From an optimization exercise on the open Yosys and OpenROAD flow, aimed at small area; shortcuts taken in it are not production practice. Only simulation tests tie the RTL to the original design; equivalence was not proved. Power and IR drop assume default switching activity.

**design/flow/config.mk**
```make
export PLATFORM = sky130hd
export DESIGN_NAME = optorx_record_stream
export DESIGN_NICKNAME = optorx_record_stream
export VERILOG_FILES = /design/flow/design.v
export SDC_FILE = /design/flow/constraint.sdc
export NUM_CORES = 4
export LEC_CHECK = 0
export CAP_MARGIN = 20
export CORE_MARGIN = 2
export CORE_UTILIZATION = 40
export PLACE_DENSITY = 0.6
export SLEW_MARGIN = 20
export SYNTH_HIERARCHICAL = 1
export SYNTH_MINIMUM_KEEP_SIZE = 0
```
**design/flow/design.v**
```verilog
module optorx_record_stream (
    input  wire         clk,
    input  wire         rst,             
    input  wire         in_valid,
    input  wire [15:0]  in_data,
    input  wire         in_last,
    output reg          fr_valid,
    output wire [3:0]   fr_goh,
    output wire [3:0]   fr_fiber,
    output wire [191:0] fr_data,         
    output wire [3:0]   fr_presence,
    output wire [3:0]   fr_daq,
    output reg          done,
    output wire [15:0]  cnt_unknown_tag,
    output wire [15:0]  cnt_trailer_sig,
    output wire [15:0]  cnt_trailer_size,
    output wire [15:0]  cnt_chrange_rep,
    output wire [15:0]  cnt_chrange_sup
);
    localparam [1:0] S_ITEM = 2'd0;    
    localparam [1:0] S_PRE  = 2'd1;    
    localparam [1:0] S_BODY = 2'd2;    
    reg  [1:0]   state;
    reg          mode_raw;
    reg  [2:0]   pres;                 
    reg  [7:0]   cnt;                  
    reg          ovf;                  
    reg  [7:0]   bad;                  
    reg  [3:0]   goh, fiber, daq;
    reg  [143:0] wd;                   
    reg  [35:0]  pw;                   
    reg  [11:0]  c_unk;
    reg  [8:0]   c_sig;
    reg  [10:0]  c_size;
    reg  [11:0]  c_rep, c_sup;
    wire         acc  = in_valid & ~rst;
    wire [3:0]   top4 = in_data[15:12];
    wire         is_f = (top4 == 4'hF);
    wire         pad  = (in_data == 16'hFFFF);
    wire         hdr  = (in_data[15:8] == 8'h80) || (in_data[15:8] == 8'h90);
    wire         st_item = (state == S_ITEM);
    wire         st_pre  = (state == S_PRE);
    wire         st_body = (state == S_BODY);
    wire         pre_a = st_pre && (top4 == 4'hA) && (pres == 3'b000);
    wire         pre_c = st_pre && (top4 == 4'hC) && (pres[2:1] == 2'b00);
    wire         pre_e = st_pre && (top4 == 4'hE) && !pres[2];
    wire         pre_any = pre_a | pre_c | pre_e;
    wire [1:0]   pc      = {1'b0, pres[0]} + {1'b0, pres[1]} + {1'b0, pres[2]};
    wire [3:0]   raw_pos = 4'd10 + {2'd0, pc} - cnt[3:0];
    wire         rec     = st_pre | st_body;
    wire         raw_tr  = mode_raw && st_body && (raw_pos == 4'd15);
    wire         raw_pl  = mode_raw && rec && !pre_any && !raw_tr;
    wire         cl_tr   = !mode_raw && rec && !pre_any && is_f;
    wire         cl_desc = !mode_raw && rec && !pre_any && !is_f;
    wire         trailer = cl_tr | (raw_tr & is_f);
    wire         raw_bad = raw_tr & !is_f;      
    wire         start   = st_item | raw_bad;   
    wire         good    = (in_data[7:0] == cnt) && !ovf;
    wire [6:0]   d_end = in_data[6:0];
    wire [6:0]   d_s1  = in_data[14:8] - 7'd1;           
    wire         d_ok  = !in_data[7] && (d_s1 <= d_end);
    wire [6:0]   d_lo  = d_end - d_s1;
    wire         m_en  = acc & cl_desc & d_ok;
    wire         clr = acc & start & hdr;
    wire         cnt_inc = acc & (pre_any | raw_pl | cl_desc);
    reg  [1:0]   n_state;
    always @(*) begin
        n_state = state;
        if (start)
            n_state = hdr ? S_PRE : S_ITEM;
        else if (trailer)
            n_state = S_ITEM;
        else if (!pre_any)
            n_state = S_BODY;
    end
    wire         trunc = in_last && (n_state != S_ITEM);
    always @(posedge clk) begin
        if (rst)
            state <= S_ITEM;
        else if (in_valid)
            state <= trunc ? S_ITEM : n_state;
        if (clr) begin
            mode_raw <= in_data[12];
            goh      <= in_data[7:4];
            fiber    <= in_data[3:0];
        end
        if (clr)
            pres <= 3'b000;
        else if (acc)
            pres <= pres | {pre_e, pre_c, pre_a};
        if (clr) begin
            cnt <= 8'd2;
            ovf <= 1'b0;
            bad <= 8'd0;
        end else begin
            if (cnt_inc) begin
                cnt <= cnt + 8'd1;
                if (cnt == 8'hFF)
                    ovf <= 1'b1;
            end
            if (acc && cl_desc && !d_ok)
                bad <= bad + 8'd1;
        end
        daq      <= in_data[11:8];
        fr_valid <= acc & trailer & good;
        done     <= acc & in_last;
    end
    wire         zap    = done | rst;
    wire         commit = acc & cl_tr & good;
    wire         daq0   = (in_data[11:8] == 4'd0);
    wire [11:0]  n_unk, n_rep, n_sup;
    wire [8:0]   n_sig;
    wire [10:0]  n_size;
    optorx_count #(.W(12)) u_unk (
        .zap(zap), .inc(acc & start & !pad & !hdr), .c(c_unk), .d(n_unk));
    optorx_count #(.W(11)) u_size (
        .zap(zap), .inc(acc & trailer & !good), .c(c_size), .d(n_size));
    optorx_accum #(.W(9), .A(2)) u_sig (
        .zap(zap), .en(acc), .a({raw_bad & trunc, raw_bad ^ trunc}), .c(c_sig), .d(n_sig));
    optorx_accum #(.W(12), .A(8)) u_rep (
        .zap(zap), .en(commit & daq0), .a(bad), .c(c_rep), .d(n_rep));
    optorx_accum #(.W(12), .A(8)) u_sup (
        .zap(zap), .en(commit & !daq0), .a(bad), .c(c_sup), .d(n_sup));
    always @(posedge clk) begin
        c_unk  <= n_unk;
        c_sig  <= n_sig;
        c_size <= n_size;
        c_rep  <= n_rep;
        c_sup  <= n_sup;
    end
    wire         same = (d_lo[6:4] == d_end[6:4]);
    reg  [7:0]   blk_np, blk_q, blk_r;
    reg  [15:0]  bit_r, bit_q;
    integer h, l;
    always @(*) begin
        for (h = 0; h < 8; h = h + 1) begin
            if (mode_raw) begin
                blk_np[h] = 1'b1;
                blk_r[h]  = 1'b0;
                blk_q[h]  = acc & raw_pl & (raw_pos == h + 1);
            end else begin
                blk_np[h] = !(m_en & (h > d_lo[6:4]) & (h < d_end[6:4]));
                blk_r[h]  = m_en & (h == d_end[6:4]);
                blk_q[h]  = m_en & (h == d_lo[6:4]) & !same;
            end
        end
        for (l = 0; l < 16; l = l + 1) begin
            bit_r[l] = (l <= d_end[3:0]) & (!same | (l >= d_lo[3:0]));
            bit_q[l] = mode_raw ? in_data[l] : (l >= d_lo[3:0]);
        end
    end
    wire         keep = !clr;
    genvar w, b;
    generate
        for (w = 1; w < 9; w = w + 1) begin : g_wd
            for (b = 0; b < 16; b = b + 1) begin : g_b
                wire nx;
                optorx_mask_bit u_bit (
                    .q(wd[16*w+b]), .keep(keep), .np(blk_np[w-1]),
                    .r(blk_r[w-1]), .rb(bit_r[b]), .s(blk_q[w-1]), .sb(bit_q[b]),
                    .d(nx));
                always @(posedge clk)
                    wd[16*w+b] <= nx;
            end
        end
        for (w = 0; w < 4; w = w + 1) begin : g_wo
            localparam integer NB = (w == 0) ? 16 : 12;
            wire we = (w == 0) ? (acc & raw_pl & (raw_pos == 4'd0))
                    : (w == 1) ? (acc & pre_e)
                    : (w == 2) ? (acc & pre_c)
                    :            (acc & pre_a);
            for (b = 0; b < NB; b = b + 1) begin : g_b
                wire nx;
                if (w == 0) begin : g_q
                    optorx_ao22 u_bit (.a(wd[b]), .b(keep), .c(we), .e(in_data[b]), .y(nx));
                    always @(posedge clk)
                        wd[b] <= nx;
                end else begin : g_q
                    optorx_ao22 u_bit (.a(pw[12*(w-1)+b]), .b(keep), .c(we), .e(in_data[b]), .y(nx));
                    always @(posedge clk)
                        pw[12*(w-1)+b] <= nx;
                end
            end
        end
    endgenerate
    assign fr_data = {pres[0], 1'b0, pres[0], 1'b0, pw[35:24],
                      pres[1], pres[1], 2'b00, pw[23:12],
                      pres[2], pres[2], pres[2], 1'b0, pw[11:0],
                      wd};
    assign fr_goh      = goh;
    assign fr_fiber    = fiber;
    assign fr_presence = {mode_raw, pres};
    assign fr_daq      = daq;
    assign cnt_unknown_tag  = {4'd0, c_unk};
    assign cnt_trailer_sig  = {7'd0, c_sig};
    assign cnt_trailer_size = {5'd0, c_size};
    assign cnt_chrange_rep  = {4'd0, c_rep};
    assign cnt_chrange_sup  = {4'd0, c_sup};
endmodule
module optorx_mask_bit (
    input  wire q, keep, np, r, rb, s, sb,
    output wire d
);
    wire y;
    optorx_aoi222 u_or (.a(q), .b(keep), .c(r), .e(rb), .f(s), .g(sb), .y(y));
    optorx_nand2  u_p  (.a(y), .b(np), .y(d));
endmodule
module optorx_aoi222 (
    input  wire a, b, c, e, f, g,
    output wire y
);
    assign y = !((a & b) | (c & e) | (f & g));
endmodule
module optorx_nand2 (
    input  wire a, b,
    output wire y
);
    assign y = !(a & b);
endmodule
module optorx_ao22 (
    input  wire a, b, c, e,
    output wire y
);
    assign y = (a & b) | (c & e);
endmodule
module optorx_count #(parameter integer W = 12) (
    input  wire         zap,
    input  wire         inc,
    input  wire [W-1:0] c,
    output wire [W-1:0] d
);
    wire [W:0] t;
    wire [W-1:0] k = c & {W{!zap}};
    assign t[0] = inc;
    genvar i;
    generate
        for (i = 0; i < W; i = i + 1) begin : g
            assign t[i+1] = t[i] & k[i];
            assign d[i]   = k[i] ^ t[i];
        end
    endgenerate
endmodule
module optorx_accum #(parameter integer W = 12, parameter integer A = 8) (
    input  wire         zap,
    input  wire         en,
    input  wire [A-1:0] a,
    input  wire [W-1:0] c,
    output wire [W-1:0] d
);
    assign d = (c & {W{!zap}}) + {{(W-A){1'b0}}, a & {A{en}}};
endmodule
```
**design/flow/run.sh**
```bash
#!/bin/bash
# synth_recipe.tcl (not shown) runs the flow's synth.tcl, then flattens the netlist and writes it again
# the make line also repeats each setting of config.mk as NAME=value (left out here)
make -C /OpenROAD-flow-scripts/flow DESIGN_CONFIG=/design/flow/config.mk WORK_HOME=/design/flow/orfs CLKGATE_MAP_FILE= SYNTH_SCRIPT=/design/flow/synth_recipe.tcl finish
```
**design/flow/constraint.sdc**
```tcl
create_clock -name core_clock -period 6.0 [get_ports {clk}]
set_input_delay 1.2000 -clock core_clock [delete_from_list [all_inputs] [get_ports {clk}]]
set_output_delay 1.2000 -clock core_clock [all_outputs]
set_load 0.01 [all_outputs]
```
==> results_dict.tcl, run 1 <==
set metrics [dict create \
    status "complete, no violations" \
    cp-start-kind "primary input" \
    final_util 0.555 \
    async_flop_share 0 \
    use_met2 0.403 \
    worst_slew_pin_slew_ps 1050 \
    cp.arrival_ps 5860 \
    fillers 2786 \
    yosys_warnings 7 \
    fmax_mhz 184 \
    grt_pass1_vias 11080 \
    groute.layer.met1.usage 0.343 \
    use_met3 0.0530 \
    port_buffers 280 \
    synth.cell_area_mm2 0.0126 \
    maxCapViolations 0 \
    dieArea_mm2 0.0329 \
    grt-ovfl-total 0 \
    clk_pin_slew_ps 60 \
    ys_seq_area_frac 0.442 \
    critical_path_peak_fanout 9 \
    finalSetupViolations 0 \
    fp.coreArea_mm2 0.0307 \
    critPathKind "in2reg" \
    synth_cells 1270 \
    post_cts_resized 0 \
    cts_hold_buf 0 \
    setup-tns-final_ps 0 \
    num_vias 11792 \
    period_needed_ps 5430 \
    std_cell_rows 64 \
    grt_max_degree 90 \
    clock_skew_ps 17.1 \
    ys_seq_elements 273 \
    grt_usage 0.254 \
    avgSynthCellArea_um2 9.90 \
    dr.pass1.iters 14 \
    routed_wirelength_um 43600 \
    first_iter_violations 1652 \
    max-slew-margin-rel 0.292 \
    wl_per_cell_um 21.4 \
    final_layout_size_suffix_gt1_frac 0.0884 \
    synth_ff_type "dfxtp_1" \
    end_kind "flip-flop" \
    hpwl_um 30300 \
    cts_buffer_depth 3 \
    num_io_pins 310 \
    viasPerCell 5.79 \
    synth.distinct_cells 87 \
    finalMaxSlewViolations 0 \
    multi_input_area_mm2 0.00676 \
    clock-sinks 273 \
    grt_first_pass_wirelength_um 66400 \
    start_util 0.409 \
    p_per_area_mw_per_mm2 282 \
    fp.dieW_um 181 \
    fp.dieH_um 181 \
    grt-busiest-layer "met2" \
    synth-edff-count 9 \
    min_path_type "reg2reg" \
    cts_htree_levels 1 \
    diodes 0 \
    grt_antenna_before_repair 0 \
    ant_nets 0 \
    grt_setup_unrepaired "false" \
    place_area_mm2 0.0161 \
    postCtsSetupRepairBufs 0 \
    syn2layout_area_growth_pct 35.7 \
    ff_latch_area_mm2 0.00556 \
    ir_worst_vdd_mv 0.227 \
    regToRegSetupSlack_ps 1030 \
    leakage_nw 7.11 \
    numCtsBuffers 30 \
    p_total_w 0.00481 \
    finalHoldViolations 0 \
    cts_tree "yes" \
    critPathRequiredTime_ps 6430 \
    cts-root-buf "clkbuf_16" \
    clk-insertion-delay-late_ps 560 \
    post-route-period-util 0.904 \
    fin_area_mm2 0.0171 \
    gp_congestion 0.875 \
    nets 1703 \
    remaining_drc_errors 0 \
]
==> synth_stat cells (all sizes together), types with 3 or more instances <==
| cell type | count | area [um^2] |
|---|---|---|
| nor3b | 8 | 60.1 |
| buf | 49 | 369 |
| or3 | 12 | 75.1 |
| a2111o | 3 | 33.8 |
| a222oi | 128 | 1280 |
| nand3b | 4 | 30.0 |
| nand2b | 15 | 116 |
| nand3 | 21 | 110 |
| a211oi | 7 | 52.6 |
| edfxtp | 9 | 270 |
| a21o | 7 | 52.6 |
| a22oi | 5 | 37.5 |
| inv | 34 | 128 |
| o211ai | 6 | 45.0 |
| nand2 | 176 | 661 |
| nor2 | 48 | 180 |
| o22ai | 4 | 25.0 |
| clkbuf | 21 | 78.8 |
| xnor2 | 33 | 297 |
| dfxtp | 264 | 5290 |
| and2 | 23 | 144 |
| xor2 | 12 | 113 |
| a31oi | 6 | 37.5 |
| o32ai | 5 | 51.3 |
| a221oi | 4 | 47.6 |
| a22o | 52 | 455 |
| o21a | 5 | 37.5 |
| fa | 6 | 120 |
| mux2i | 6 | 63.8 |
| o21bai | 4 | 52.6 |
| nor2b | 46 | 288 |
| ha | 59 | 738 |
| o21ai | 34 | 170 |
| nor3 | 23 | 120 |
| nand4 | 11 | 68.8 |
| nor4 | 6 | 52.6 |
| or2 | 9 | 58.8 |
| and3 | 4 | 27.5 |
| mux2 | 7 | 78.8 |
| or4 | 3 | 22.5 |
| o31ai | 4 | 35.0 |
| a21oi | 57 | 304 |
==> where the power goes <==
| part | internal (W) | switching, W |
|---|---|---|
| logic | 0.000444 | 0.000513 |
| registers | 0.00194 | 0.000109 |
| clock network | 0.00107 | 0.000733 |
==> per-layer routing <==
layer / up-vias / part of all wire
met3: 82 / 0.099
met1: 5597 / 0.42
met4: 2 / 0.031
li1: 5496 / -
met5: - / 0.0013
met2: 615 / 0.45
==> modules after synthesis (local to each module, per instance), excerpt <==
module / cell area [um^2] / cells / times used / flops+latches
optorx_ao22: 8.76 / 1 / 52 / 0
optorx_aoi222: 10.0 / 1 / 128 / 0
optorx_nand2: 3.75 / 1 / 128 / 0
optorx_record_stream: 8570 / 739 / 1 / 273
==> per-stage QoR <==
stage / cells / hold WS (ps) / setup WS, ps
global placement: 1982 / 441 / 45.7
CTS: 2037 / 451 / 659
detailed placement: 1982 / 446 / 108
global route: 2037 / 481 / 356
finish: 2037 / 449 / 574
floorplan: 1329 / 426 / 861
==> final cells by class <==
type | instances | area share
clock buffer | 50 | 0.0514
clock inverter | 5 | 0.00440
inverter | 34 | 0.00748
multi-input combinational | 952 | 0.396
sequential | 273 | 0.326
tap | 396 | 0.0290
timing repair buffer | 327 | 0.186
==> critical path, cell delays in order <==
cell and delay [ps]:
clkdlybuf4s50_1 650, and2_1 310, o31ai_2 440, inv_1 150, nor3b_1 440, nand4_1 310
a21oi_1 710, and2_1 230, ha_1 210, fa_1 250, a211oi_1 100, o21bai_1 240
a21oi_2 110, a21oi_1 180, mux2_1 330
==> placed cells by master (no fill, tap or decap), drive strengths merged, types with 5 or more instances in the layout <==
cell	n
clkdlybuf4s50	280
dfxtp	264
nand2	176
a222oi	128
conb	61
ha	59
a21oi	57
a22o	52
clkbuf	50
nor2	48
buf	47
nor2b	46
inv	34
o21ai	34
xnor2	33
and2	23
nor3	23
nand3	21
nand2b	15
or3	12
xor2	12
nand4	11
edfxtp	9
or2	9
nor3b	8
a211oi	7
a21o	7
mux2	7
a31oi	6
o211ai	6
fa	6
mux2i	6
nor4	6
a22oi	5
o21a	5
o32ai	5
==> final timing paths <==
kind                                            from                 to  depth (start not counted)
worst min register to register      ovf$_SDFFE_PP0P_   ovf$_SDFFE_PP0P_                          2
worst max-delay path                     in_data[13]  c_sup[10]$_DFF_P_                         15
worst min-delay path                ovf$_SDFFE_PP0P_   ovf$_SDFFE_PP0P_                          2
worst max register to register  pres[1]$_SDFFE_PP0P_  c_unk[11]$_DFF_P_                         22
==> cell families (layout without fill, tap and decap cells) <==
| family | count (synthesis) | after routing | synth area share |
|---|---|---|---|
| simple gates | 418 | 418 | 0.167 |
| compound gates | 349 | 349 | 0.230 |
| flops | 273 | 273 | 0.442 |
| buf+inv | 104 | 416 | 0.0458 |
| fa+ha+maj | 65 | 65 | 0.0683 |
| xor+xnor | 46 | 46 | 0.0343 |
| mux | 13 | 13 | 0.0113 |
| other cells | 2 | 61 | 0.000597 |
==> sequential cells by signal (all words and copies together), names as in the netlist, 2 cells and up <==
signal  flops
c_sig       9
state       2
goh         4
cnt         8
wd        144
bad         8
c_rep      12
c_unk      12
c_sup      12
fiber       4
pres        3
c_size     11
pw         36
daq         4
==> run 2, diff against run 1 <==
==> design/flow/flow/run.sh (new file) <==
#!/bin/bash
# Standard layout (the standard.sh, all steps), with two changes to how
# the layout is made:
#  * ports are buffered with the smallest buffer (buf_1) instead of the
#    resizer's default pick (clkdlybuf4s50_1);
#  * clock tree synthesis does not add dummy loads.
set -euo pipefail
export BUFFER_PORTS_ARGS="-buffer_cell sky130_fd_sc_hd__buf_1"
export CTS_ARGS="-sink_clustering_enable -repair_clock_nets -dont_use_dummy_load"
bash standard.sh > standard.log 2>&1
==> design/flow/standard.sh (new file) <==
#!/bin/bash
# synth_recipe.tcl (not shown) runs the flow's synth.tcl, then flattens the netlist and writes it again
# the make line also repeats each setting of config.mk as NAME=value (left out here)
make -C /OpenROAD-flow-scripts/flow DESIGN_CONFIG=/design/flow/config.mk WORK_HOME=/design/flow/orfs CLKGATE_MAP_FILE= SYNTH_SCRIPT=/design/flow/synth_recipe.tcl "${@:-finish}"
removed: design/flow/run.sh
==> run 2 against run 1 <==
  * Non-clock buffer count increased by 3
  * Hold slack improved by 10 ps
  * First-iteration DRC count decreased by 4.8%
  * Critical endpoint unchanged
  * Highest routed layer is now met4
==> results_dict.tcl, run 2 <==
set metrics [dict create \
    num_vias 11872 \
    clock-sinks 273 \
    synth_area_leaders "dfxtp_1 (42%), a222oi_1 (10%), ha_1 (5.9%), nand2_1 (5.3%), a22o_1 (3.6%)" \
    yosys_warnings 7 \
    yosys.area_share.simple 0.167 \
    min_path_type "reg2reg" \
    holdWs_ps 460 \
    synth_top_family_by_area "compound AO/OA/AOI/OAI gates" \
    syn2layout_area_growth_pct 20.2 \
    finalHoldViolations 0 \
    synthAdderAreaFrac 0.0683 \
    end_kind "flip-flop" \
    port_buffers 280 \
    post_cts_resized 0 \
    grt_max_degree 113 \
    first_iter_violations 1573 \
    synth-compound-area-share 0.230 \
    synth_cells 1270 \
    regToRegSetupSlack_ps 970 \
    synth_xor_area_frac 0.0343 \
    top_register "wd" \
    numCtsBuffers 30 \
    rr_endpoint "c_unk[11]$_DFF_P_" \
    layout_commonest_cell "buf_1" \
    timing.rr.start "pres[1]$_SDFFE_PP0P_" \
    cts_htree_levels 1 \
    synth_commonest_cells "dfxtp_1 (264), nand2_1 (176), a222oi_1 (128)" \
    critPathRequiredTime_ps 6420 \
    p_per_area_mw_per_mm2 292 \
    clk_pin_slew_ps 60 \
    top_regs "wd (144), pw (36)" \
    grt_first_pass_wirelength_um 64000 \
    num_io_pins 310 \
    place_area_mm2 0.0143 \
    postCtsSetupRepairBufs 0 \
    worstHoldPathCells 2 \
    period_needed_ps 5050 \
    min_from "ovf$_SDFFE_PP0P_" \
    synth.distinct_cells 87 \
    post-route-period-util 0.841 \
    final_layout_size_suffix_gt1_frac 0.0852 \
    grt_usage 0.243 \
    whs_endpoint "ovf$_SDFFE_PP0P_" \
    start_util 0.409 \
    leakage_nw 6.36 \
    ys_seq_elements 273 \
    synth_ff_type "dfxtp_1" \
    clk-insertion-delay-late_ps 560 \
    hpwl_um 29100 \
    remaining_drc_errors 0 \
    grt_antenna_before_repair 0 \
    diodes 0 \
    avgSynthCellArea_um2 9.90 \
    finalMaxSlewViolations 0 \
    synth_mux_area_frac 0.0113 \
    synth.cell_area_mm2 0.0126 \
    async_flop_share 0 \
    cp.arrival_ps 5470 \
    cts_tree "yes" \
    wl_per_cell_um 20.8 \
    worst_slew_pin_slew_ps 1170 \
    cp-start-kind "primary input" \
    fmax_mhz 198 \
    ant_nets 0 \
    synth_most_common_cell "dfxtp_1" \
    critPathKind "in2reg" \
    max-slew-margin-rel 0.220 \
    routed_wirelength_um 41900 \
    grt_pass1_vias 11008 \
    ys_seq_area_frac 0.442 \
    dr.pass1.iters 14 \
    maxCapViolations 0 \
    crit_slowest_cell "a21oi_1" \
    final_cell_mix "buf_1 (280), dfxtp_1 (264), nand2_1 (176)" \
    setup-tns-final_ps 0 \
    cts_hold_buf 0 \
    grt-ovfl-total 0 \
    grt_setup_unrepaired "false" \
    cts_buffer_depth 3 \
    slowest_delay_ps 660 \
    largest_reg_flops 144 \
    fp.coreArea_mm2 0.0307 \
    ir_worst_vdd_mv 0.239 \
    yosysTopAreaCell "dfxtp_1" \
    status "complete, no violations" \
    fp.dieH_um 181 \
    finalSetupViolations 0 \
    std_cell_rows 64 \
    worst_r2r_path_depth 22 \
    gp_congestion 0.858 \
    synth_top_cell_area_share 0.420 \
    critical_path_peak_fanout 11 \
    viasPerCell 5.89 \
    dieArea_mm2 0.0329 \
    fin_area_mm2 0.0151 \
    nets 1706 \
    cts-root-buf "clkbuf_16" \
    synth-edff-count 9 \
    clock_skew_ps 35.0 \
    crit_chain "buf_1, and2_1, o31ai_2, inv_1, nor3b_1, nand4_1, a21oi_1, and2_1, ha_1, fa_1, a211oi_1, o21bai_1, a21oi_2, a21oi_1, mux2_1" \
    fp.dieW_um 181 \
]
[run 2: cell type report]
class	count	area, um^2
fillers	3011	15600
multi-input cells	952	6740
flip-flops and latches	273	5560
repair buffers	330	1450
clock buffers	30	751
well taps	396	495
inverters	34	128
[run 2: cell families (layout without fill, tap and decap cells)]
logic type      Yosys count  after routing
fa+ha+maj                65             65
simple gates            418            418
other cells               2             61
mux                      13             13
xor+xnor                 46             46
flops                   273            273
buf+inv                 104            394
compound gates          349            349
[run 2: how the worst max path moves through the flow]
| stage | start | end | slack (ps) | cells past startpoint |
|---|---|---|---|---|
| after floorplan | pres[1]$_SDFFE_PP0P_ | fiber[0]$_DFFE_PP_ | 860 | 12 |
| after detailed placement | in_data[14] | c_sup[10]$_DFF_P_ | 400 | 15 |
| final | in_data[14] | c_sup[10]$_DFF_P_ | 950 | 15 |
| after global routing | in_data[14] | c_sup[10]$_DFF_P_ | 690 | 15 |
| after global placement | in_data[14] | c_sup[10]$_DFF_P_ | 450 | 15 |
| after CTS | pres[1]$_SDFFE_PP0P_ | c_unk[11]$_DFF_P_ | 950 | 22 |
[run 2: critical path: cells and delay by family]
family / cells / cell delay [ps]
compound gates: 6 / 1730
fa+ha+maj: 2 / 470
buf+inv: 2 / 400
mux: 1 / 330
simple gates: 4 / 1330
[run 2: where the power goes]
part           internal (W)  total [W]  switching, W
Clock              0.000867    0.00153      0.000668
Combinational      0.000317   0.000842      0.000525
Sequential          0.00194    0.00204     0.0000988
Total               0.00313    0.00442       0.00129
[run 2: layer usage]
metal	wire, um	up-vias	share of wire	GRT usage
li1	-	5467	-	-
met3	4520	57	0.11	0.0706
met2	18800	599	0.45	0.392
met4	1080	0	0.026	0.0680
met1	17500	5749	0.42	0.318
met5	0	-	0	0
[run 2: per-module statistics from Yosys (local to each module, per instance), excerpt]
module | area, um^2 | flops+latches | copies in the design
optorx_nand2 | 3.75 | 0 | 128
optorx_aoi222 | 10.0 | 0 | 128
optorx_record_stream | 8570 | 273 | 1
optorx_ao22 | 8.76 | 0 | 52
[run 2: through the flow]
stage / setup slack (ps) / std cells / utilization / total power [W]
floorplan: 861 / 1329 / - / 0.00262
global placement: 450 / 1984 / 0.466 / 0.00288
detailed placement: 397 / 1984 / 0.466 / 0.00290
CTS: 954 / 2014 / 0.491 / 0.00444
global route: 687 / 2015 / 0.492 / 0.00461
finish: 954 / 2015 / 0.492 / 0.00442
==> run 3, diff against run 2 <==
--- a/design/flow/design.v
+++ b/design/flow/design.v
@@ -57,12 +57,16 @@
     wire         start   = st_item | raw_bad;   
     wire         good    = (in_data[7:0] == cnt) && !ovf;
     wire [6:0]   d_end = in_data[6:0];
-    wire [6:0]   d_s1  = in_data[14:8] - 7'd1;           
-    wire         d_ok  = !in_data[7] && (d_s1 <= d_end);
-    wire [6:0]   d_lo  = d_end - d_s1;
+    wire [6:0]   d_lo;                                   
+    wire         d_bw;                                   
+    optorx_lo u_lo (.sz(in_data[14:8]), .e(d_end), .lo(d_lo), .bw(d_bw));
+    wire         d_ok  = !in_data[7] && !d_bw;
     wire         m_en  = acc & cl_desc & d_ok;
     wire         clr = acc & start & hdr;
     wire         cnt_inc = acc & (pre_any | raw_pl | cl_desc);
+    wire [7:0]   cnt_p1, bad_p1;
+    optorx_inc8 u_cnt_inc (.a(cnt), .y(cnt_p1));
+    optorx_inc8 u_bad_inc (.a(bad), .y(bad_p1));
     reg  [1:0]   n_state;
     always @(*) begin
         n_state = state;
@@ -94,12 +98,12 @@
             bad <= 8'd0;
         end else begin
             if (cnt_inc) begin
-                cnt <= cnt + 8'd1;
+                cnt <= cnt_p1;
                 if (cnt == 8'hFF)
                     ovf <= 1'b1;
             end
             if (acc && cl_desc && !d_ok)
-                bad <= bad + 8'd1;
+                bad <= bad_p1;
         end
         daq      <= in_data[11:8];
         fr_valid <= acc & trailer & good;
@@ -155,10 +159,17 @@
         for (w = 1; w < 9; w = w + 1) begin : g_wd
             for (b = 0; b < 16; b = b + 1) begin : g_b
                 wire nx;
-                optorx_mask_bit u_bit (
-                    .q(wd[16*w+b]), .keep(keep), .np(blk_np[w-1]),
-                    .r(blk_r[w-1]), .rb(bit_r[b]), .s(blk_q[w-1]), .sb(bit_q[b]),
-                    .d(nx));
+                if (w == 1 || w == 8) begin : g_edge
+                    optorx_mask_bit_edge u_bit (
+                        .q(wd[16*w+b]), .keep(keep),
+                        .r(blk_r[w-1]), .rb(bit_r[b]), .s(blk_q[w-1]), .sb(bit_q[b]),
+                        .d(nx));
+                end else begin : g_mid
+                    optorx_mask_bit u_bit (
+                        .q(wd[16*w+b]), .keep(keep), .np(blk_np[w-1]),
+                        .r(blk_r[w-1]), .rb(bit_r[b]), .s(blk_q[w-1]), .sb(bit_q[b]),
+                        .d(nx));
+                end
                 always @(posedge clk)
                     wd[16*w+b] <= nx;
             end
@@ -205,6 +216,20 @@
     optorx_aoi222 u_or (.a(q), .b(keep), .c(r), .e(rb), .f(s), .g(sb), .y(y));
     optorx_nand2  u_p  (.a(y), .b(np), .y(d));
 endmodule
+module optorx_mask_bit_edge (
+    input  wire q, keep, r, rb, s, sb,
+    output wire d
+);
+    wire y;
+    optorx_aoi222 u_or (.a(q), .b(keep), .c(r), .e(rb), .f(s), .g(sb), .y(y));
+    optorx_inv    u_i  (.a(y), .y(d));
+endmodule
+module optorx_inv (
+    input  wire a,
+    output wire y
+);
+    assign y = !a;
+endmodule
 module optorx_aoi222 (
     input  wire a, b, c, e, f, g,
     output wire y
@@ -247,5 +272,55 @@
     input  wire [W-1:0] c,
     output wire [W-1:0] d
 );
-    assign d = (c & {W{!zap}}) + {{(W-A){1'b0}}, a & {A{en}}};
-endmodule
+    wire [W-1:0] k = c & {W{!zap}};
+    wire [W:0]   cy;
+    assign cy[0] = 1'b0;
+    genvar i;
+    generate
+        for (i = 0; i < W; i = i + 1) begin : g
+            if (i < A) begin : g_fa
+                wire ai = a[i] & en;
+                assign d[i]    = k[i] ^ ai ^ cy[i];
+                assign cy[i+1] = (k[i] & ai) | (k[i] & cy[i]) | (ai & cy[i]);
+            end else begin : g_ha
+                assign d[i]    = k[i] ^ cy[i];
+                assign cy[i+1] = k[i] & cy[i];
+            end
+        end
+    endgenerate
+endmodule
+module optorx_lo (
+    input  wire [6:0] sz,
+    input  wire [6:0] e,
+    output wire [6:0] lo,
+    output wire       bw
+);
+    wire [7:0] db, sb;      
+    wire [6:0] s1;
+    assign db[0] = 1'b1;
+    assign sb[0] = 1'b0;
+    genvar i;
+    generate
+        for (i = 0; i < 7; i = i + 1) begin : g
+            assign s1[i]   = sz[i] ^ db[i];
+            assign db[i+1] = !sz[i] & db[i];
+            assign lo[i]   = e[i] ^ s1[i] ^ sb[i];
+            assign sb[i+1] = (!e[i] & s1[i]) | (!e[i] & sb[i]) | (s1[i] & sb[i]);
+        end
+    endgenerate
+    assign bw = sb[7];
+endmodule
+module optorx_inc8 (
+    input  wire [7:0] a,
+    output wire [7:0] y
+);
+    wire [8:0] t;
+    assign t[0] = 1'b1;
+    genvar i;
+    generate
+        for (i = 0; i < 8; i = i + 1) begin : g
+            assign y[i]   = a[i] ^ t[i];
+            assign t[i+1] = a[i] & t[i];
+        end
+    endgenerate
+endmodule
==> design/flow/flow/run.sh (replaced) <==
#!/bin/bash
# The standard layout (standard.sh), with these changes to how the
# layout is made:
#  * synthesis is the standard one (synth_recipe.tcl) but ABC maps the logic
#    with an area-oriented script (flow/abc_map.script) in place of ORFS's
#    delay-oriented abc_speed.script; registers are untouched by ABC;
#  * ports are buffered with buf_1 instead of the resizer's default pick;
#  * clock tree synthesis uses small clock buffers and no dummy loads.
# Each step's full output goes to its own log file in this folder.
set -euo pipefail
here=$(pwd)
mkdir -p abc_scripts
for f in "$FLOW_HOME"/scripts/*; do
    ln -sf "$f" abc_scripts/
done
rm -f abc_scripts/abc_speed.script
cp flow/abc_map.script abc_scripts/abc_speed.script
SCRIPTS_DIR="$here/abc_scripts" bash standard.sh synth > synth.log 2>&1
export BUFFER_PORTS_ARGS="-buffer_cell sky130_fd_sc_hd__buf_1"
export CTS_ARGS="-sink_clustering_enable -repair_clock_nets -dont_use_dummy_load -buf_list {sky130_fd_sc_hd__clkbuf_2 sky130_fd_sc_hd__clkbuf_4}"
bash standard.sh > layout.log 2>&1
==> design/flow/flow/abc_map.script (new file) <==
strash
&get -n
&fraig -x
&put
scorr
dc2
strash
&get -n
&dch -f
&nf -R 1000
&put
--- a/design/flow/config.mk
+++ b/design/flow/config.mk
@@ -6,9 +6,11 @@
 export NUM_CORES = 4
 export LEC_CHECK = 0
 export CAP_MARGIN = 20
+export CELL_PAD_IN_SITES_DETAIL_PLACEMENT = 1
+export CELL_PAD_IN_SITES_GLOBAL_PLACEMENT = 1
 export CORE_MARGIN = 2
 export CORE_UTILIZATION = 40
-export PLACE_DENSITY = 0.6
+export PLACE_DENSITY = 0.5
 export SLEW_MARGIN = 20
 export SYNTH_HIERARCHICAL = 1
 export SYNTH_MINIMUM_KEEP_SIZE = 0
==> run 3 against run 2 <==
  * Still clean on timing, DRC and antenna
  * Count of clock-buffer cells in the layout is 47 higher
  * First-iteration DRC count decreased by 13%
  * Clock power decreased by 18%
  * Via count down 8.5%
  * Utilization up 1.2 points
  * Synthesized cell count shrank 14%
  * Sequential power fell by 8%
  * Largest power group unchanged
  * Highest routed layer unchanged
==> results_dict.tcl, run 3 <==
set metrics [dict create \
    nets 1629 \
    regToRegSetupSlack_ps 690 \
    wl_per_cell_um 21.7 \
    gp_congestion 0.862 \
    first_iter_violations 1373 \
    critPathKind "in2reg" \
    num_io_pins 310 \
    layout_commonest_cell "buf_1" \
    synth-edff-count 9 \
    synth_commonest_cells "dfxtp_1 (264), nand2_1 (138), a222oi_1 (129)" \
    dieArea_mm2 0.0297 \
    layoutNonFillerInstCount 1902 \
    ys_seq_elements 273 \
    final_layout_size_suffix_gt1_frac 0.118 \
    cts_hold_buf 0 \
    slowest_delay_ps 440 \
    final_cell_mix "buf_1 (280), dfxtp_1 (264), nand2_1 (137)" \
    cp.arrival_ps 6020 \
    async_flop_share 0 \
    yosysTopAreaCell "dfxtp_1" \
    crit_family "adder cells" \
    grt_antenna_before_repair 1 \
    start_util 0.407 \
    grt-ovfl-total 0 \
    post-place-ws_ps -106 \
    clk_pin_slew_ps 60 \
    clock-sinks 273 \
    max-slew-margin-rel 0.236 \
    critical_path_buf_inv_count 5 \
    grt_first_pass_wirelength_um 62300 \
    worst_slack_ps 535 \
    hpwl_um 29300 \
    crit_slowest_cell "fa_1" \
    leakage_nw 6.15 \
    ir_worst_vdd_mv 0.129 \
    end_kind "flip-flop" \
    status "complete, no violations" \
    cp_common_cell "fa_1" \
    cts_buffer_depth 3 \
    synth_cells 1086 \
    std_cell_rows 61 \
    dr.pass1.iters 9 \
    place_area_mm2 0.0134 \
    top_regs "wd (144), pw (36)" \
    cts_htree_levels 3 \
    crit_chain "buf_1, clkinv_1, ha_1, fa_1, fa_1, fa_1, fa_1, fa_1, clkinv_1, fa_1, clkinv_1, xor2_1, nor3_2, or2_0, or3_1, o22ai_1, buf_4, a222oi_1, nand2_1" \
    fin_area_mm2 0.0140 \
    syn2layout_area_growth_pct 23.6 \
    multi_input_area_mm2 0.00540 \
    synth_most_common_cell "dfxtp_1" \
    remaining_drc_errors 0 \
    port_buffers 280 \
    routed_wirelength_um 41300 \
    largest_reg_flops 144 \
    synth_top_cell_area_share 0.466 \
    ant_nets 0 \
    viasPerCell 5.71 \
    yosys_warnings 7 \
    grt_max_degree 91 \
    ys_seq_area_frac 0.490 \
    clock_skew_ps 101 \
    grt_usage 0.273 \
    p_total_w 0.00355 \
    cp-start-kind "primary input" \
    synth.distinct_cells 46 \
    num_vias 10863 \
    cts_tree "yes" \
    critPathRequiredTime_ps 6550 \
    ff_latch_area_mm2 0.00556 \
    numCtsBuffers 77 \
    dp.cells 1824 \
    post-route-period-util 0.911 \
    fp.dieH_um 172 \
    critical_path_peak_fanout 13 \
    maxCapViolations 0 \
    fp.dieW_um 172 \
    fillers 3309 \
    fmax_mhz 183 \
    postCtsSetupRepairBufs 0 \
    cts-root-buf "clkbuf_4" \
    min_path_type "reg2reg" \
    avgSynthCellArea_um2 10.4 \
    finalMaxSlewViolations 0 \
    period_needed_ps 5470 \
    finalHoldViolations 0 \
    grt_pass1_vias 10731 \
    synth_area_leaders "dfxtp_1 (47%), a222oi_1 (11%), ha_1 (6.7%), nand2_1 (4.6%), a22o_1 (4.2%)" \
    worst_slew_pin_slew_ps 1140 \
    synth.cell_area_mm2 0.0113 \
    top_register "wd" \
    holdWs_ps 478 \
    finalSetupViolations 0 \
    grt_setup_unrepaired "false" \
    p_per_area_mw_per_mm2 253 \
    fp.coreArea_mm2 0.0279 \
    clk-insertion-delay-late_ps 700 \
    post_cts_resized 0 \
    synth_ff_type "dfxtp_1" \
]
-- run 3: path summary, 6_finish.rpt --
check,end,startpoint,depth (start not counted)
worst max register to register,c_sig[8]$_DFF_P_,pres[1]$_SDFFE_PP0P_,24
worst min-delay path,wd[9]$_DFF_P_,wd[9]$_DFF_P_,1
worst min register to register,wd[9]$_DFF_P_,wd[9]$_DFF_P_,1
worst max-delay path,wd[111]$_DFF_P_,in_data[8],19
-- run 3: layer usage --
metal / global-route usage / wire length [um] / vias to the layer above
li1: - / - / 4918
met1: 0.363 / 17600 / 5351
met2: 0.432 / 18800 / 522
met3: 0.0742 / 4050 / 72
met4: 0.0866 / 876 / 0
met5: 0 / 0 / -
-- run 3: cell families after synthesis --
| logic type | Yosys count | synth area share |
|---|---|---|
| adders and majority gates | 84 | 0.108 |
| AOI/OAI and AO/OA | 253 | 0.196 |
| other | 1 | 0.000330 |
| and+or+nand+nor | 343 | 0.144 |
| xor gates and xnor gates | 14 | 0.0108 |
| buffers and inverters | 117 | 0.0509 |
| muxes | 1 | 0.000992 |
| DFF | 273 | 0.490 |
-- run 3: worst register-to-register path, delay by kind of cell (launching register included) --
| family | cells | cell delay, ps |
|---|---|---|
| compound gates | 2 | 420 |
| xor+xnor | 1 | 120 |
| fa+ha+maj | 12 | 2780 |
| buf+inv | 4 | 370 |
| flops | 1 | 420 |
| simple gates | 5 | 1130 |
-- run 3: per-module statistics from Yosys, one instance, submodules excluded, excerpt --
module | flip-flops and latches | cells | cell area [um^2] | times used
optorx_aoi222 | 0 | 1 | 10.0 | 128
optorx_ao22 | 0 | 1 | 8.76 | 52
optorx_record_stream | 273 | 596 | 7420 | 1
optorx_inv | 0 | 1 | 3.75 | 32
optorx_inc8 | 0 | 8 | 87.6 | 2
optorx_nand2 | 0 | 1 | 3.75 | 96
optorx_lo | 0 | 25 | 249 | 1
-- run 3: power breakdown --
group	leakage, nW	total (W)	switching, W	internal (W)
combinational	3.58	0.000411	0.000277	0.000134
clock	0.354	0.00126	0.000684	0.000581
sequential	2.21	0.00187	0.0000219	0.00185
total	6.15	0.00355	0.000983	0.00256
-- run 3: through the flow --
stage               utilization  TNS (ps)
floorplan                     -         0
global placement          0.483         0
detailed placement        0.483     -1290
CTS                       0.503         0
global route              0.503         0
finish                    0.503         0
-- run 3: cell type report --
class	count	area share
flip-flops and latches	273	0.396
multi-input cells	724	0.385
repair buffers	369	0.123
clock buffers	77	0.0412
well taps	378	0.0337
inverters	80	0.0214
diodes	1	0.000178
==> run 4, diff against run 3 <==
--- a/design/flow/flow/run.sh
+++ b/design/flow/flow/run.sh
@@ -5,6 +5,7 @@
 #    with an area-oriented script (flow/abc_map.script) in place of ORFS's
 #    delay-oriented abc_speed.script; registers are untouched by ABC;
 #  * ports are buffered with buf_1 instead of the resizer's default pick;
+#  * the buffers ABC's mapping leaves are removed at floorplan;
 #  * clock tree synthesis uses small clock buffers and no dummy loads.
 # Each step's full output goes to its own log file in this folder.
 set -euo pipefail
@@ -16,6 +17,7 @@
 rm -f abc_scripts/abc_speed.script
 cp flow/abc_map.script abc_scripts/abc_speed.script
 SCRIPTS_DIR="$here/abc_scripts" bash standard.sh synth > synth.log 2>&1
+export REMOVE_ABC_BUFFERS=1
 export BUFFER_PORTS_ARGS="-buffer_cell sky130_fd_sc_hd__buf_1"
-export CTS_ARGS="-sink_clustering_enable -repair_clock_nets -dont_use_dummy_load -buf_list {sky130_fd_sc_hd__clkbuf_2 sky130_fd_sc_hd__clkbuf_4}"
+export CTS_ARGS="-sink_clustering_enable -repair_clock_nets -dont_use_dummy_load -buf_list {sky130_fd_sc_hd__clkbuf_2}"
 bash standard.sh > layout.log 2>&1
--- a/design/flow/config.mk
+++ b/design/flow/config.mk
@@ -5,12 +5,12 @@
 export SDC_FILE = /design/flow/constraint.sdc
 export NUM_CORES = 4
 export LEC_CHECK = 0
-export CAP_MARGIN = 20
+export CAP_MARGIN = 0
 export CELL_PAD_IN_SITES_DETAIL_PLACEMENT = 1
 export CELL_PAD_IN_SITES_GLOBAL_PLACEMENT = 1
 export CORE_MARGIN = 2
 export CORE_UTILIZATION = 40
 export PLACE_DENSITY = 0.5
-export SLEW_MARGIN = 20
+export SLEW_MARGIN = 0
 export SYNTH_HIERARCHICAL = 1
 export SYNTH_MINIMUM_KEEP_SIZE = 0
==> run 4 against run 3 <==
  * Still clean on timing, DRC and antenna
  * Critical path depth grew 5
  * First-iteration DRC count decreased by 9.2%
  * Combinational power rose by 1%
  * Clock skew fell by 15 ps
  * Count of clock-buffer cells in the layout shrank 4
  * Non-clock buffer count shrank 3
==> results_dict.tcl, run 4 <==
set metrics [dict create \
    synth.distinct_cells 46 \
    wl_per_cell_um 21.7 \
    grt_max_degree 85 \
    synth_ff_type "dfxtp_1" \
    layout_commonest_cell "buf_1" \
    fp.coreArea_mm2 0.0279 \
    ys_seq_elements 273 \
    std_cell_rows 61 \
    cts_htree_levels 3 \
    num_io_pins 310 \
    final_layout_size_suffix_gt1_frac 0.112 \
    synth-edff-count 9 \
    critPathRequiredTime_ps 6720 \
    cts_buffer_depth 3 \
    crit_slowest_cell "fa_1" \
    cts-root-buf "clkbuf_2" \
    synth_most_common_cell "dfxtp_1" \
    max-slew-margin-rel 0.178 \
    top_regs "wd (144), pw (36)" \
    ys_seq_area_frac 0.490 \
    wl_met2_um 18500 \
    multi_input_area_mm2 0.00538 \
    finalHoldViolations 0 \
    critical_path_buf_inv_count 4 \
    cp_common_cell "ha_1" \
    top_register "wd" \
    slowest_delay_ps 630 \
    cts_hold_buf 0 \
    setup-tns-final_ps 0 \
    synth.cell_area_mm2 0.0113 \
    avgSynthCellArea_um2 10.4 \
    end_kind "flip-flop" \
    postCtsSetupRepairBufs 0 \
    final_util 0.495 \
    hpwl_um 28800 \
    met3WireLength_um 4760 \
    async_flop_share 0 \
    grt_setup_unrepaired "false" \
    crit_chain "clkinv_1, ha_1, fa_1, clkinv_1, fa_1, nand2b_1, nor4_1, and2_0, nor2_1, o21ai_0, o21a_1, ha_1, and2_0, ha_1, clkinv_1, fa_1, clkinv_1, ha_1, ha_1, ha_1, ha_1, ha_1, ha_1, xnor2_1" \
    grt-ovfl-total 0 \
    grt_pass1_vias 10639 \
    critPathKind "reg2reg" \
    ir_worst_vdd_mv 0.134 \
    routed_wirelength_um 41100 \
    top_layer "met4" \
    grt_first_pass_wirelength_um 61800 \
    grt_usage 0.271 \
    drt-met1-wl_um 17000 \
    synth_area_leaders "dfxtp_1 (47%), a222oi_1 (11%), ha_1 (6.7%), nand2_1 (4.6%), a22o_1 (4.2%)" \
    ff_latch_area_mm2 0.00556 \
    yosysTopAreaCell "dfxtp_1" \
    leakage_nw 6.08 \
    worst_slew_pin_slew_ps 1220 \
    synth_top_cell_area_share 0.466 \
    viasPerCell 5.67 \
    fmax_mhz 184 \
    first_iter_violations 1246 \
    clk_pin_slew_ps 90 \
    fillers 3384 \
    start_util 0.407 \
    cp-start-kind "flip-flop" \
    min_path_type "reg2reg" \
    syn2layout_area_growth_pct 21.5 \
    largest_reg_flops 144 \
    nets 1622 \
    num_vias 10754 \
    fp.dieW_um 172 \
    maxCapViolations 0 \
    fp.dieH_um 172 \
    final_cell_mix "buf_1 (280), dfxtp_1 (264), nand2_1 (137)" \
    gp_congestion 0.906 \
    dr.pass1.iters 14 \
    p_per_area_mw_per_mm2 238 \
    finalMaxSlewViolations 0 \
    yosys_warnings 7 \
    clock_skew_ps 85.5 \
    finalSetupViolations 0 \
    remaining_drc_errors 0 \
    synth_cells 1086 \
    regToRegSetupSlack_ps 570 \
    cts_tree "yes" \
    clock-sinks 273 \
    dieArea_mm2 0.0297 \
    port_buffers 280 \
    clk-insertion-delay-late_ps 840 \
    grt_antenna_before_repair 1 \
    post-route-period-util 0.906 \
    ant_nets 0 \
    numCtsBuffers 73 \
    cp.arrival_ps 6150 \
    crit_family "adder cells" \
    post_cts_resized 0 \
    synth_commonest_cells "dfxtp_1 (264), nand2_1 (138), a222oi_1 (129)" \
    status "complete, no violations" \
    period_needed_ps 5430 \
    critical_path_peak_fanout 5 \
]
-- run 4: cell types whose count changed in the layout (fill, tap and decap cells not counted), sizes merged --
cell	delta
buf	-3
clkbuf	-4
-- run 4: Yosys stat by module, one instance, submodules excluded, excerpt --
module                times used  cell area, um^2  cells inside
optorx_record_stream           1             7420           596
optorx_lo                      1              249            25
optorx_inc8                    2             87.6             8
optorx_aoi222                128             10.0             1
optorx_ao22                   52             8.76             1
optorx_inv                    32             3.75             1
optorx_nand2                  96             3.75             1
-- run 4: cell type report --
class | count | share of cell area
sequential | 273 | 0.403
multi-input combinational | 724 | 0.390
timing repair buffer | 366 | 0.124
tap | 378 | 0.0343
clock buffer | 73 | 0.0265
inverter | 80 | 0.0218
antenna | 1 | 0.000182
-- run 4: path summary, 6_finish.rpt --
| kind | endpoint | from | depth (start not counted) |
|---|---|---|---|
| max | c_sig[8]$_DFF_P_ | pres[1]$_SDFFE_PP0P_ | 24 |
| min | wd[11]$_DFF_P_ | wd[11]$_DFF_P_ | 1 |
| max reg2reg | c_sig[8]$_DFF_P_ | pres[1]$_SDFFE_PP0P_ | 24 |
| min reg2reg | wd[11]$_DFF_P_ | wd[11]$_DFF_P_ | 1 |
-- run 4: where the power goes --
| group | total (W) | leakage (nW) | switching [W] | internal [W] |
|---|---|---|---|---|
| Combinational | 0.000417 | 3.57 | 0.000278 | 0.000139 |
| Sequential | 0.00187 | 2.21 | 0.0000216 | 0.00184 |
| Clock | 0.000998 | 0.303 | 0.000683 | 0.000316 |
| Total | 0.00328 | 6.08 | 0.000982 | 0.00230 |
-- run 4: metal layers --
layer,vias to the layer above,track usage
li1,4898,-
met1,5258,0.346
met2,525,0.430
met3,73,0.0906
met4,0,0.0870
met5,-,0
-- run 4: stage by stage --
stage | instances | setup slack (ps) | area, um^2 | hold WS (ps) | power [W]
floorplan | 1077 | -1140 | 11200 | 438 | 0.00213
global placement | 1821 | 34.7 | 13400 | 460 | 0.00231
detailed placement | 1821 | -102 | 13400 | 470 | 0.00232
CTS | 1894 | 560 | 13800 | 491 | 0.00332
global route | 1895 | 175 | 13800 | 505 | 0.00345
finish | 1895 | 566 | 13800 | 484 | 0.00328
-- run 4: kinds of logic (layout without fill, tap and decap cells) --
logic type               count (synthesis)  count (layout)  share of synthesized area
flip-flops                             273             273                      0.490
buffers and inverters                  117             519                     0.0509
multiplexers                             1               1                   0.000992
XOR/XNOR                                14              14                     0.0108
AO/OA/AOI/OAI                          253             253                      0.196
adder cells (fa/ha/maj)                 84              84                      0.108
other                                    1              30                   0.000330
AND/OR/NAND/NOR                        343             343                      0.144
==> run 5, diff against run 4 <==
--- a/design/flow/flow/run.sh
+++ b/design/flow/flow/run.sh
@@ -19,5 +19,5 @@
 SCRIPTS_DIR="$here/abc_scripts" bash standard.sh synth > synth.log 2>&1
 export REMOVE_ABC_BUFFERS=1
 export BUFFER_PORTS_ARGS="-buffer_cell sky130_fd_sc_hd__buf_1"
-export CTS_ARGS="-sink_clustering_enable -repair_clock_nets -dont_use_dummy_load -buf_list {sky130_fd_sc_hd__clkbuf_2}"
+export CTS_ARGS="-sink_clustering_enable -repair_clock_nets -dont_use_dummy_load -buf_list {sky130_fd_sc_hd__clkbuf_4} -sink_clustering_size 8 -sink_clustering_max_diameter 50"
 bash standard.sh > layout.log 2>&1
==> design/flow/config.mk (replaced) <==
export PLATFORM = sky130hd
export DESIGN_NAME = optorx_record_stream
export DESIGN_NICKNAME = optorx_record_stream
export VERILOG_FILES = /design/flow/design.v
export SDC_FILE = /design/flow/constraint.sdc
export NUM_CORES = 4
export LEC_CHECK = 0
export CAP_MARGIN = 0
export CELL_PAD_IN_SITES_DETAIL_PLACEMENT = 2
export CELL_PAD_IN_SITES_GLOBAL_PLACEMENT = 2
export CORE_MARGIN = 2
export CORE_UTILIZATION = 30
export GPL_TIMING_DRIVEN = 0
export PLACE_DENSITY = 0.4
export SLEW_MARGIN = 0
export SYNTH_HIERARCHICAL = 1
export SYNTH_MINIMUM_KEEP_SIZE = 0
==> run 5 against run 4 <==
  * Die area is 33% higher
  * Total power decreased by 0.61%
  * Utilization decreased by 13 points
  * Sequential cell count unchanged
  * Final area about the same
  * Still clean on timing, DRC and antenna
  * Critical endpoint is now wd[129]$_DFF_P_
  * Fmax decreased by 6.2%
==> results_dict.tcl, run 5 <==
set metrics [dict create \
    status "complete, no violations" \
    yosys_warnings 7 \
    port_buffers 280 \
    clock_skew_ps 109 \
    std_cell_rows 71 \
    grt_pass1_vias 10763 \
    top_regs "wd (144), pw (36)" \
    synth.cell_area_mm2 0.0113 \
    leakage_nw 5.81 \
    top_layer "met4" \
    finalMaxSlewViolations 0 \
    synth_top_cell_area_share 0.466 \
    post-place-ws_ps -1330 \
    fp.coreArea_mm2 0.0375 \
    viasPerCell 5.41 \
    first_iter_violations 930 \
    final_util 0.368 \
    cts-root-buf "clkbuf_4" \
    num_io_pins 310 \
    clk-insertion-delay-late_ps 720 \
    gp_congestion 0.747 \
    min_path_type "reg2reg" \
    wl_per_cell_um 23.1 \
    async_flop_share 0 \
    max-slew-margin-rel 0.105 \
    regToRegSetupSlack_ps 520 \
    numCtsBuffers 44 \
    worstSetupStartpoint "in_data[8]" \
    synth_area_leaders "dfxtp_1 (47%), a222oi_1 (11%), ha_1 (6.7%), nand2_1 (4.6%), a22o_1 (4.2%)" \
    remaining_drc_errors 0 \
    finalSetupViolations 0 \
    yosysTopAreaCell "dfxtp_1" \
    largest_reg_flops 144 \
    layout_commonest_cell "buf_1" \
    worst_slew_pin_slew_ps 1330 \
    grt_usage 0.225 \
    wl_met2_um 20400 \
    start_util 0.303 \
    ys_seq_area_frac 0.490 \
    critPathRequiredTime_ps 6610 \
    p_per_area_mw_per_mm2 237 \
    fp.dieW_um 198 \
    fmax_mhz 173 \
    grt_first_pass_wirelength_um 67300 \
    hpwl_um 31800 \
    timing.rr.start "pres[1]$_SDFFE_PP0P_" \
    holdWs_ps 484 \
    cp.arrival_ps 6410 \
    syn2layout_area_growth_pct 21.4 \
    grt-ovfl-total 0 \
    ys_seq_elements 273 \
    synth_most_common_cell "dfxtp_1" \
    synth-edff-count 9 \
    worst_slack_ps 204 \
    ir_worst_vdd_mv 0.0938 \
    num_vias 10492 \
    maxCapViolations 0 \
    cts_buffer_depth 3 \
    synth_cells 1086 \
    synth_commonest_cells "dfxtp_1 (264), nand2_1 (138), a222oi_1 (129)" \
    critical_path_peak_fanout 9 \
    final_cell_mix "buf_1 (270), dfxtp_1 (264), nand2_1 (137)" \
    fp.dieH_um 198 \
    met3WireLength_um 4070 \
    top_register "wd" \
    drt-met1-wl_um 19500 \
    cts_tree "yes" \
    avgSynthCellArea_um2 10.4 \
    p_total_w 0.00326 \
    grt_antenna_before_repair 1 \
    min_from "pw[22]$_DFF_P_" \
    cp-start-kind "primary input" \
    nets 1535 \
    grt_max_degree 83 \
    synth.distinct_cells 46 \
    cts_htree_levels 2 \
    clock-sinks 273 \
    finalHoldViolations 0 \
    final_layout_size_suffix_gt1_frac 0.0798 \
    clk_pin_slew_ps 90 \
    end_kind "flip-flop" \
    ant_nets 0 \
    post-route-period-util 0.966 \
    period_needed_ps 5800 \
    synth_ff_type "dfxtp_1" \
    routed_wirelength_um 44800 \
    critPathKind "in2reg" \
    dieArea_mm2 0.0394 \
    cts_hold_buf 0 \
    dr.pass1.iters 10 \
]
## run 5: per-stage QoR
step	cells	area (um^2)	TNS (ps)
6_report	1941	13800	0
5_1_grt	1941	13800	-1.48
4_1_cts	1937	13700	0
3_5_place_dp	1893	13300	-135730
3_3_place_gp	1868	12900	-576010
2_1_floorplan	1077	11200	-51710
## run 5: timing repair
item,CTS,global route
buffers inserted,0,2
resized for setup,19,15
pin swaps,0,1
gates cloned,0,0
endpoints found under the setup margin,124,68
## run 5: worst max-delay path, stage by stage
cell,delay [ps]
buf_2,230
clkinv_1,150
ha_1,330
fa_1,410
fa_1,420
fa_1,420
fa_1,400
fa_1,380
clkinv_1,60
fa_1,400
clkinv_1,200
xor2_2,210
nor3_4,80
buf_4,150
o41ai_2,830
buf_4,310
a222oi_1,110
clkinv_1,80
## run 5: per-module statistics from Yosys, one instance, submodules excluded, a selection
module	cell area, um^2	cells
optorx_lo	249	25
optorx_inv	3.75	1
optorx_inc8	87.6	8
optorx_record_stream	7420	596
optorx_ao22	8.76	1
optorx_nand2	3.75	1
optorx_aoi222	10.0	1
## run 5: logic make-up after synthesis
group / count (synthesis) / synth area share
compound gates: 253 / 0.196
other cells: 1 / 0.000330
buf+inv: 117 / 0.0509
flops: 273 / 0.490
simple gates: 343 / 0.144
fa+ha+maj: 84 / 0.108
mux: 1 / 0.000992
xor+xnor: 14 / 0.0108
## run 5: layer usage
metal  GRT usage  vias to the layer above
li1            -                     4736
met1       0.296                     5320
met2       0.358                      373
met3      0.0697                       63
met4      0.0591                        0
met5           0                        -
## run 5: path summary, 6_finish.rpt
kind                                          to  depth (start not counted)
worst max-delay path             wd[129]$_DFF_P_                         18
worst min-delay path              pw[22]$_DFF_P_                          1
worst max register to register  c_sig[8]$_DFF_P_                         24
worst min register to register    pw[22]$_DFF_P_                          1
## run 5: where the power goes
part	internal, W	switching [W]	total [W]	leakage (nW)
Clock	0.000337	0.000657	0.000993	0.202
Combinational	0.000116	0.000286	0.000401	3.39
Sequential	0.00184	0.0000222	0.00187	2.21
## run 5: area by class of cell
type / count / area [um^2]
Tap cell: 511 / 639
Timing Repair Buffer: 308 / 1460
Antenna cell: 1 / 2.50
Sequential cell: 273 / 5560
Inverter: 80 / 304
Multi-Input combinational cell: 724 / 5490
Clock buffer: 44 / 330
Fill cell: 4240 / 23700

afterwards: timing with drivers on the ports:
The results above use ideal ports. As a check the final layouts listed here were re-extracted and re-timed, cells and wires unchanged. Step 1, drivers: a clkbuf_16 drives clk and a buf_2 each remaining input, both assumed. Step 2 moves the port delays by t, midway between the first and last clock arrival at a register: inputs arrive t later, outputs are due t later. That takes back most of the time a late clock gives input paths. Slacks: ideal / step 1 / step 2; pairs: ideal / step 1.
run | shift t [ns] | setup WS [ns] | worst data-port slew with drivers (ns)
run 1 | 0.604 | 0.574 / 0.597 / -0.007 | 0.06
run 2 | 0.597 | 0.954 / 0.961 / 0.364 | 0.06
run 3 | 0.701 | 0.535 / 0.557 / -0.144 | 0.06
run 4 | 0.844 | 0.566 / 0.566 / -0.086 | 0.06
run 5 | 0.718 | 0.204 / 0.228 / -0.489 | 0.05
Met with ideal ports but missed after step 2: setup timing in run 1, run 3, run 4 and run 5. The setup slack of run 5, which loses most, moves by +0.024 ns with the drivers and by -0.693 ns with both steps.
